Background: an optimization exercise with open tools, aiming at small area, a short achievable clock period and few clock cycles per item. Do not read the settings as production practice.
At most, simulation tests tie the RTL to the original design; equivalence was not proved.

==> 01-11: inputs <==
==> flow/design.v (excerpt) <==
module rle_enc (
    input  wire         clk,
    input  wire         rst,
    input  wire         in_valid,
    output wire         in_ready,
    input  wire [7:0]   in_data,
    input  wire         in_last,
    input  wire [5:0]   unit_size,
    output wire         out_valid,
    input  wire         out_ready,
    output wire [9:0]   out_count,
    output wire [5:0]   out_len,
    output wire [255:0] out_unit,
    output wire         out_last
);
    localparam CHUNK = 1000;
    reg  [7:0]   cur [0:31];
    reg  [4:0]   pos;            
    reg  [9:0]   chunk_pos;      
    reg          m;              
    reg  [9:0]   cnt;            
    reg          u1;             
    reg  [7:0]   in_r;
    reg  [4:0]   p_r;
    reg          v_r;
    reg          fin_r;          
    reg          last_r;         
    reg          o_valid;
    reg  [9:0]   o_count;
    reg  [5:0]   o_len;
    reg          o_last;
    assign in_ready  = !o_valid;
    assign out_valid = o_valid;
    assign out_count = o_count;
    assign out_len   = o_len;
    assign out_last  = o_last;
    genvar g;
    generate
        for (g = 0; g < 32; g = g + 1) begin : g_unit
  ...
==> module rle_enc, before the edit <==
module rle_enc (
    input  wire         clk,
    input  wire         rst,
    input  wire         in_valid,
    output wire         in_ready,
    input  wire [7:0]   in_data,
    input  wire         in_last,
    input  wire [5:0]   unit_size,
    output wire         out_valid,
    input  wire         out_ready,
    output wire [9:0]   out_count,
    output wire [5:0]   out_len,
    output wire [255:0] out_unit,
    output wire         out_last
);
    localparam CHUNK = 1000;
    reg  [7:0]   cur [0:31];
    reg  [4:0]   pos;            
    reg  [9:0]   chunk_pos;      
    reg          m;              
    reg  [9:0]   cnt;            
    reg          u1;             
    reg  [7:0]   in_r;
    reg  [4:0]   p_r;
    reg          v_r;
    reg          fin_r;          
    reg          last_r;         
    reg          o_valid;
    reg  [9:0]   o_count;
    reg  [5:0]   o_len;
    reg          o_last;
    assign in_ready  = !o_valid;
    assign out_valid = o_valid;
    assign out_count = o_count;
    assign out_len   = o_len;
    assign out_last  = o_last;
    genvar g;
    generate
        for (g = 0; g < 32; g = g + 1) begin : g_unit
            assign out_unit[8*g +: 8] = cur[g];
        end
    endgenerate
    wire       accept = in_valid && !o_valid;
    wire [7:0] exp_b  = u1 ? in_r : cur[pos];
    wire       eq     = (in_data == exp_b);
    wire       full   = ({1'b0, pos} + 6'd1 == unit_size);
    wire       ce     = (chunk_pos == CHUNK - 1) || in_last;
    wire       s_end  = full || ce;
    wire       close  = m && (!eq || (ce && !full));
    wire       wr     = v_r && !o_valid;
    always @(posedge clk) begin
        if (wr)
            cur[p_r] <= in_r;
        if (accept) begin
            in_r   <= in_data;
            p_r    <= pos;
            fin_r  <= ce;
            last_r <= in_last;
            u1     <= (unit_size == 6'd1);
        end
        if (accept && s_end)
            cnt <= (m && !close) ? cnt + 10'd1 : 10'd1;
        if (accept && close) begin
            o_count <= cnt;
            o_len   <= unit_size;
            o_last  <= 1'b0;
        end else if (wr && fin_r) begin
            o_count <= cnt;
            o_len   <= {1'b0, p_r} + 6'd1;
            o_last  <= last_r;
        end
    end
    always @(posedge clk) begin
        if (rst) begin
            pos       <= 5'd0;
            chunk_pos <= 10'd0;
            m         <= 1'b0;
            v_r       <= 1'b0;
            o_valid   <= 1'b0;
        end else begin
            if (o_valid && out_ready)
                o_valid <= 1'b0;
            if (wr)
                v_r <= 1'b0;
            if ((accept && close) || (wr && fin_r))
                o_valid <= 1'b1;
            if (accept) begin
                v_r       <= 1'b1;
                pos       <= s_end ? 5'd0 : pos + 5'd1;
                chunk_pos <= ce ? 10'd0 : chunk_pos + 10'd1;
                if (s_end)
                    m <= !ce;
                else if (close)
                    m <= 1'b0;
            end
        end
    end
endmodule
==> flow/config.mk <==
export PLATFORM = sky130hd
export DESIGN_NAME = rle_enc
export DESIGN_NICKNAME = rle_enc
export VERILOG_FILES = /design/flow/design.v
export SDC_FILE = /design/flow/constraint.sdc
export NUM_CORES = 4
export LEC_CHECK = 0
export CAP_MARGIN = 20
export CORE_MARGIN = 2
export CORE_UTILIZATION = 40
export SLEW_MARGIN = 20
==> flow/constraint.sdc <==
create_clock -name core_clock -period 5.0 [get_ports {clk}]
set_input_delay 1.0000 -clock core_clock [delete_from_list [all_inputs] [get_ports {clk}]]
set_output_delay 1.0000 -clock core_clock [all_outputs]
set_load 0.01 [all_outputs]
run.sh (not shown) runs the stock make flow with config.mk's settings and CLKGATE_MAP_FILE= SYNTH_SCRIPT=/design/flow/synth_recipe.tcl, a recipe that flattens the netlist after the stock synthesis.
==> inputs of 03-12, as changes to 01-11 <==
==> flow/design.v (replaced) <==
module rle_enc (
    input  wire         clk,
    input  wire         rst,
    input  wire         in_valid,
    output wire         in_ready,
    input  wire [7:0]   in_data,
    input  wire         in_last,
    input  wire [5:0]   unit_size,
    output wire         out_valid,
    input  wire         out_ready,
    output wire [9:0]   out_count,
    output wire [5:0]   out_len,
    output wire [255:0] out_unit,
    output wire         out_last
);
    localparam CHUNK = 1000;
    localparam [9:0] LF_0   = 10'd1;       
    localparam [9:0] LF_998 = 10'd1003;    
    reg  [7:0]   cur [0:31];
    reg  [3:0]   ph;             
    reg  [7:0]   pl;             
    reg          ns;             
    reg          full_r;         
    reg  [9:0]   chunk_pos;      
    reg          cl;             
    reg          m;              
    reg  [9:0]   cnt;            
    reg          rs;             
    reg  [7:0]   exp_r;          
    reg  [7:0]   in_r;
    reg  [4:0]   p_r;
    reg          v_r;
    reg          wr;             
    reg          fin_r;          
    reg          last_r;         
    reg          o_valid;
    reg          rdy;            
    reg  [5:0]   o_len;
    reg          o_last;
    assign in_ready  = rdy;
    assign out_valid = o_valid;
    assign out_count = cnt;
    assign out_len   = o_len;
    assign out_last  = o_last;
    genvar g;
    generate
        for (g = 0; g < 32; g = g + 1) begin : g_unit
            assign out_unit[8*g +: 8] = cur[g];
        end
    endgenerate
    wire       u1     = (unit_size == 6'd1);
    wire       accept = in_valid && !o_valid;
    wire       eq     = (in_data == exp_r);
    wire       full   = ns ? u1 : full_r;
    wire       ce     = cl || in_last;
    wire       s_end  = full || ce;
    wire       close  = m && (!eq || (ce && !full));
    wire       a_set  = accept && close;     
    wire       b_set  = wr && fin_r;         
    wire       o_set  = a_set || b_set;
    wire [9:0] base   = rs ? 10'd1 : cnt;
    wire       o_nxt  = o_set || (o_valid && !out_ready);
    wire       v_nxt  = accept || (v_r && !wr);
    wire       pos0   = ph[0] && pl[0];
    wire [4:0] pos    = {ph[2] | ph[3], ph[1] | ph[3],
                         pl[4] | pl[5] | pl[6] | pl[7],
                         pl[2] | pl[3] | pl[6] | pl[7],
                         pl[1] | pl[3] | pl[5] | pl[7]};
    reg  [7:0]  cur_a;
    integer k, j;
    always @(*) begin
        cur_a = 8'd0;
        for (k = 0; k < 31; k = k + 1)
            cur_a = cur_a | (cur[k + 1] & {8{ph[k / 8] & pl[k % 8]}});
    end
    wire [7:0] exp_a  = (pos0 && p_r == 5'd1) ? in_r : cur_a;
    wire [7:0] exp_0  = pos0 ? in_data :
                        (p_r == 5'd0) ? in_r : cur[0];
    always @(posedge clk) begin
        for (j = 0; j < 32; j = j + 1)
            if (wr && p_r == j)
                cur[j] <= in_r;
        if (!o_valid) begin
            in_r   <= in_data;
            p_r    <= pos;
            fin_r  <= ce;
            last_r <= in_last;
        end
        if (accept) begin
            exp_r  <= s_end ? exp_0 : exp_a;
            full_r <= s_end ? u1 : ({1'b0, pos} + 6'd2 == unit_size);
        end
        if (o_set)
            cnt <= base;
        else if (accept && s_end)
            cnt <= m ? base + 10'd1 : 10'd1;
        if (accept && s_end)
            rs <= o_set;
        else if (o_set)
            rs <= 1'b0;
        if (!o_valid) begin
            o_len   <= (v_r && fin_r) ? {1'b0, p_r} + 6'd1 : unit_size;
            o_last  <= v_r && fin_r && last_r;
        end
    end
    always @(posedge clk) begin
        if (rst) begin
            ph        <= 4'd1;
            pl        <= 8'd1;
            wr        <= 1'b0;
            ns        <= 1'b1;
            chunk_pos <= LF_0;
            cl        <= 1'b0;
            m         <= 1'b0;
            v_r       <= 1'b0;
            o_valid   <= 1'b0;
            rdy       <= 1'b1;
        end else begin
            o_valid <= o_nxt;
            rdy     <= !o_nxt;
            v_r     <= v_nxt;
            wr      <= v_nxt && !o_nxt;
            if (accept) begin
                if (s_end) begin
                    ph <= 4'd1;
                    pl <= 8'd1;
                end else begin
                    pl <= {pl[6:0], pl[7]};
                    if (pl[7])
                        ph <= {ph[2:0], ph[3]};
                end
                ns        <= in_last;
                chunk_pos <= ce ? LF_0 :
                             {chunk_pos[8:0], chunk_pos[9] ^ chunk_pos[6]};
                cl        <= !ce && (chunk_pos == LF_998);
                if (s_end)
                    m <= !ce;
                else if (close)
                    m <= 1'b0;
            end
        end
    end
endmodule
==> flow/flow/run.sh (new file) <==
#!/bin/bash
# Standard ORFS layout (the standard.sh), with two changes made through
# config.mk: the ports are buffered by sky130_fd_sc_hd__buf_1 instead of the
# default buffer that buffer_ports picks, and clock tree synthesis runs
# with the arguments in flow/cts_args.txt (larger sink clusters, no dummy
# loads). Each tool's output is in standard.log.
set -euo pipefail
echo 'export BUFFER_PORTS_ARGS = -buffer_cell sky130_fd_sc_hd__buf_1' >> config.mk
if [[ -s flow/cts_args.txt ]]; then
  echo "export CTS_ARGS = $(cat flow/cts_args.txt)" >> config.mk
fi
bash standard.sh > standard.log 2>&1
==> flow/flow/cts_args.txt (new file) <==
-sink_clustering_enable -repair_clock_nets -dont_use_dummy_load -sink_clustering_size 16 -sink_clustering_max_diameter 50 -buf_list "sky130_fd_sc_hd__clkbuf_8"
==> flow/standard.sh (new file) <==
#!/bin/bash
# synth_recipe.tcl (not shown) runs the flow's synth.tcl, then flattens the netlist and writes it again
# the make line also repeats each setting of config.mk as NAME=value (left out here)
make -C /OpenROAD-flow-scripts/flow DESIGN_CONFIG=/design/flow/config.mk WORK_HOME=/design/flow/orfs CLKGATE_MAP_FILE= SYNTH_SCRIPT=/design/flow/synth_recipe.tcl "${@:-finish}"
Settings changed: BUFFER_PORTS_ARGS set to -buffer_cell sky130_fd_sc_hd__buf_1, CAP_MARGIN 20 to 0, CORE_UTILIZATION 40 to 55, CTS_ARGS set to -sink_clustering_enable -repair_clock_nets -dont_use_dummy_load -sink_clustering_size 16 -sink_clustering_max_diameter 50 -buf_list "sky130_fd_sc_hd__clkbuf_8", SETUP_SLACK_MARGIN set to 2.8, SLEW_MARGIN 20 to 0.
removed: flow/run.sh
==> inputs of 09-09, as changes to 01-11 <==
--- a/flow/design.v
+++ b/flow/design.v
@@ -18,7 +18,8 @@
     reg  [4:0]   pos;            
     reg  [9:0]   chunk_pos;      
+    reg          cl;             
     reg          m;              
     reg  [9:0]   cnt;            
-    reg          u1;             
+    reg  [7:0]   exp_r;          
     reg  [7:0]   in_r;
     reg  [4:0]   p_r;
@@ -42,11 +43,14 @@
     endgenerate
     wire       accept = in_valid && !o_valid;
-    wire [7:0] exp_b  = u1 ? in_r : cur[pos];
-    wire       eq     = (in_data == exp_b);
+    wire       eq     = (in_data == exp_r);
     wire       full   = ({1'b0, pos} + 6'd1 == unit_size);
-    wire       ce     = (chunk_pos == CHUNK - 1) || in_last;
+    wire       ce     = cl || in_last;
     wire       s_end  = full || ce;
     wire       close  = m && (!eq || (ce && !full));
     wire       wr     = v_r && !o_valid;
+    wire [4:0] pos1   = pos + 5'd1;
+    wire [7:0] exp_a  = (p_r == pos1) ? in_r : cur[pos1];
+    wire [7:0] exp_0  = (pos == 5'd0) ? in_data :
+                        (p_r == 5'd0) ? in_r : cur[0];
     always @(posedge clk) begin
         if (wr)
@@ -57,16 +61,12 @@
             fin_r  <= ce;
             last_r <= in_last;
-            u1     <= (unit_size == 6'd1);
+            exp_r  <= s_end ? exp_0 : exp_a;
+            if (s_end)
+                cnt <= (m && !close) ? cnt + 10'd1 : 10'd1;
         end
-        if (accept && s_end)
-            cnt <= (m && !close) ? cnt + 10'd1 : 10'd1;
-        if (accept && close) begin
+        if (!o_valid) begin
             o_count <= cnt;
-            o_len   <= unit_size;
-            o_last  <= 1'b0;
-        end else if (wr && fin_r) begin
-            o_count <= cnt;
-            o_len   <= {1'b0, p_r} + 6'd1;
-            o_last  <= last_r;
+            o_len   <= (v_r && fin_r) ? {1'b0, p_r} + 6'd1 : unit_size;
+            o_last  <= v_r && fin_r && last_r;
         end
     end
@@ -75,4 +75,5 @@
             pos       <= 5'd0;
             chunk_pos <= 10'd0;
+            cl        <= 1'b0;
             m         <= 1'b0;
             v_r       <= 1'b0;
@@ -87,6 +88,7 @@
             if (accept) begin
                 v_r       <= 1'b1;
-                pos       <= s_end ? 5'd0 : pos + 5'd1;
+                pos       <= s_end ? 5'd0 : pos1;
                 chunk_pos <= ce ? 10'd0 : chunk_pos + 10'd1;
+                cl        <= !ce && (chunk_pos == CHUNK - 2);
                 if (s_end)
                     m <= !ce;
==> flow/flow/run.sh (new file) <==
#!/bin/bash
# Standard ORFS layout, with the ports buffered by sky130_fd_sc_hd__buf_1
# instead of the default buffer that buffer_ports picks.
set -euo pipefail
echo 'export BUFFER_PORTS_ARGS = -buffer_cell sky130_fd_sc_hd__buf_1' >> config.mk
bash standard.sh > standard.log 2>&1
==> flow/standard.sh (new file) <==
#!/bin/bash
# synth_recipe.tcl (not shown) runs the flow's synth.tcl, then flattens the netlist and writes it again
# the make line also repeats each setting of config.mk as NAME=value (left out here)
make -C /OpenROAD-flow-scripts/flow DESIGN_CONFIG=/design/flow/config.mk WORK_HOME=/design/flow/orfs CLKGATE_MAP_FILE= SYNTH_SCRIPT=/design/flow/synth_recipe.tcl "${@:-finish}"
Settings changed: BUFFER_PORTS_ARGS set to -buffer_cell sky130_fd_sc_hd__buf_1, CTS_BUF_LIST set to sky130_fd_sc_hd__clkbuf_4 sky130_fd_sc_hd__clkbuf_8.
removed: flow/run.sh
==> results.ini <==
[yosys]
synth_compound_area_share_pct=13.6
syn-cell-area_um2=13100

[placement]
dp_hpwl_mm=30.6

[worst_setup_path]
max_stage_delay_ps=490

[sta]
maxSlewHeadroom_pct=18.4
hold_slack_ps=479

[floorplan]
tap_cells=319

[routing]
post_drt_wl_per_cell_um=28.9
wl_met2_mm=22.3

[cells_and_area]
fin_area_um2=16600

[status]
status=no timing/DRC/antenna violations

[end of results for 03-12]
==> results.ini <==
[yosys]
syn-cell-area_um2=13000
synth_compound_area_share_pct=3.14
avgSynthCellArea_um2=17.8
ys_ff_latch=322

[sta]
hold_viol=0
maxSlewHeadroom_pct=28.6
min_period_over_period_pct=84.5
hold_slack_ps=462

[worst_hold_path]
worstHoldStart=v_r
whs_path_depth=2

[placement]
dp_hpwl_mm=28.5

[power]
p_comb_mw=0.256

[routing]
post_drt_wl_per_cell_um=26.9
wl_met2_mm=19.1

[global_route]
overflow=0

[floorplan]
tap_cells=402

[status]
status=no timing/DRC/antenna violations

[worst_setup_path]
max_stage_delay_ps=750

[end of results for 01-11]
==> results.ini <==
[cts]
post_cts_buffers=0
clkSlewWorstSetupHoldPaths_ps=70

[routing]
wl_met2_mm=19.7
wl_mm=40.1
viasPerCell=5.43
post_drt_wl_per_cell_um=24.9

[power]
p_clk_mw=2.38
p_leak_nw=5.16

[worst_setup_path]
max_stage_delay_ps=750
crit_buf_inv=1
cp_cell_sequence=inv_2 > ha_4 > xor2_1 > a311o_1 > nor4_2 > a21oi_2 > nor2_1

[status]
status=no timing/DRC/antenna violations

[floorplan]
fp.coreArea_um2=33300
tap_cells=448

[cells_and_area]
fin_area_um2=16100

[sta]
maxSlewHeadroom_pct=30.7
hold_slack_ps=485

[yosys]
synth_compound_area_share_pct=2.93
syn-cell-area_um2=13400

[placement]
dp_hpwl_mm=28.0

[end of results for 09-09]
Testbench counts of 01-11, summed over its fixed seeds: cycles 186,589, bytes 184,078.
Testbench counts of 03-12, summed over its fixed seeds: cycles 186,589, bytes 184,078.
No functional check of the RTL was part of 09-09.

[re-timing with driven ports]
In the flow no input, the clock included, has a driving cell. The finished layouts below were timed again as built, in two steps.
Step 1 sets driving cells, clkbuf_16 on the clock port and buf_2 on the other inputs (assumed; they add their load-dependent delay and slew).
Step 2 also shifts input and output timing later by t, the mid clock arrival at the registers, as if the neighbouring blocks saw the same clock.
Three values: ideal, step 1, step 2; two values: the first two.
run | t, ns | setup WS [ns] | worst register clock-pin slew, ns | pins driven straight from the clock port
01-11 | 0.607 | 0.773 / 0.773 / 0.773 | 0.07 / 0.07 | 1
03-12 | 0.651 | 2.712 / 2.662 / 2.197 | 0.10 / 0.10 | 1
09-09 | 0.630 | 1.196 / 1.196 / 1.196 | 0.07 / 0.07 | 1
After both steps every run listed still meets setup and hold. The setup slack of 03-12, which loses most, moves by -0.050 ns with the drivers and by -0.515 ns with both steps.
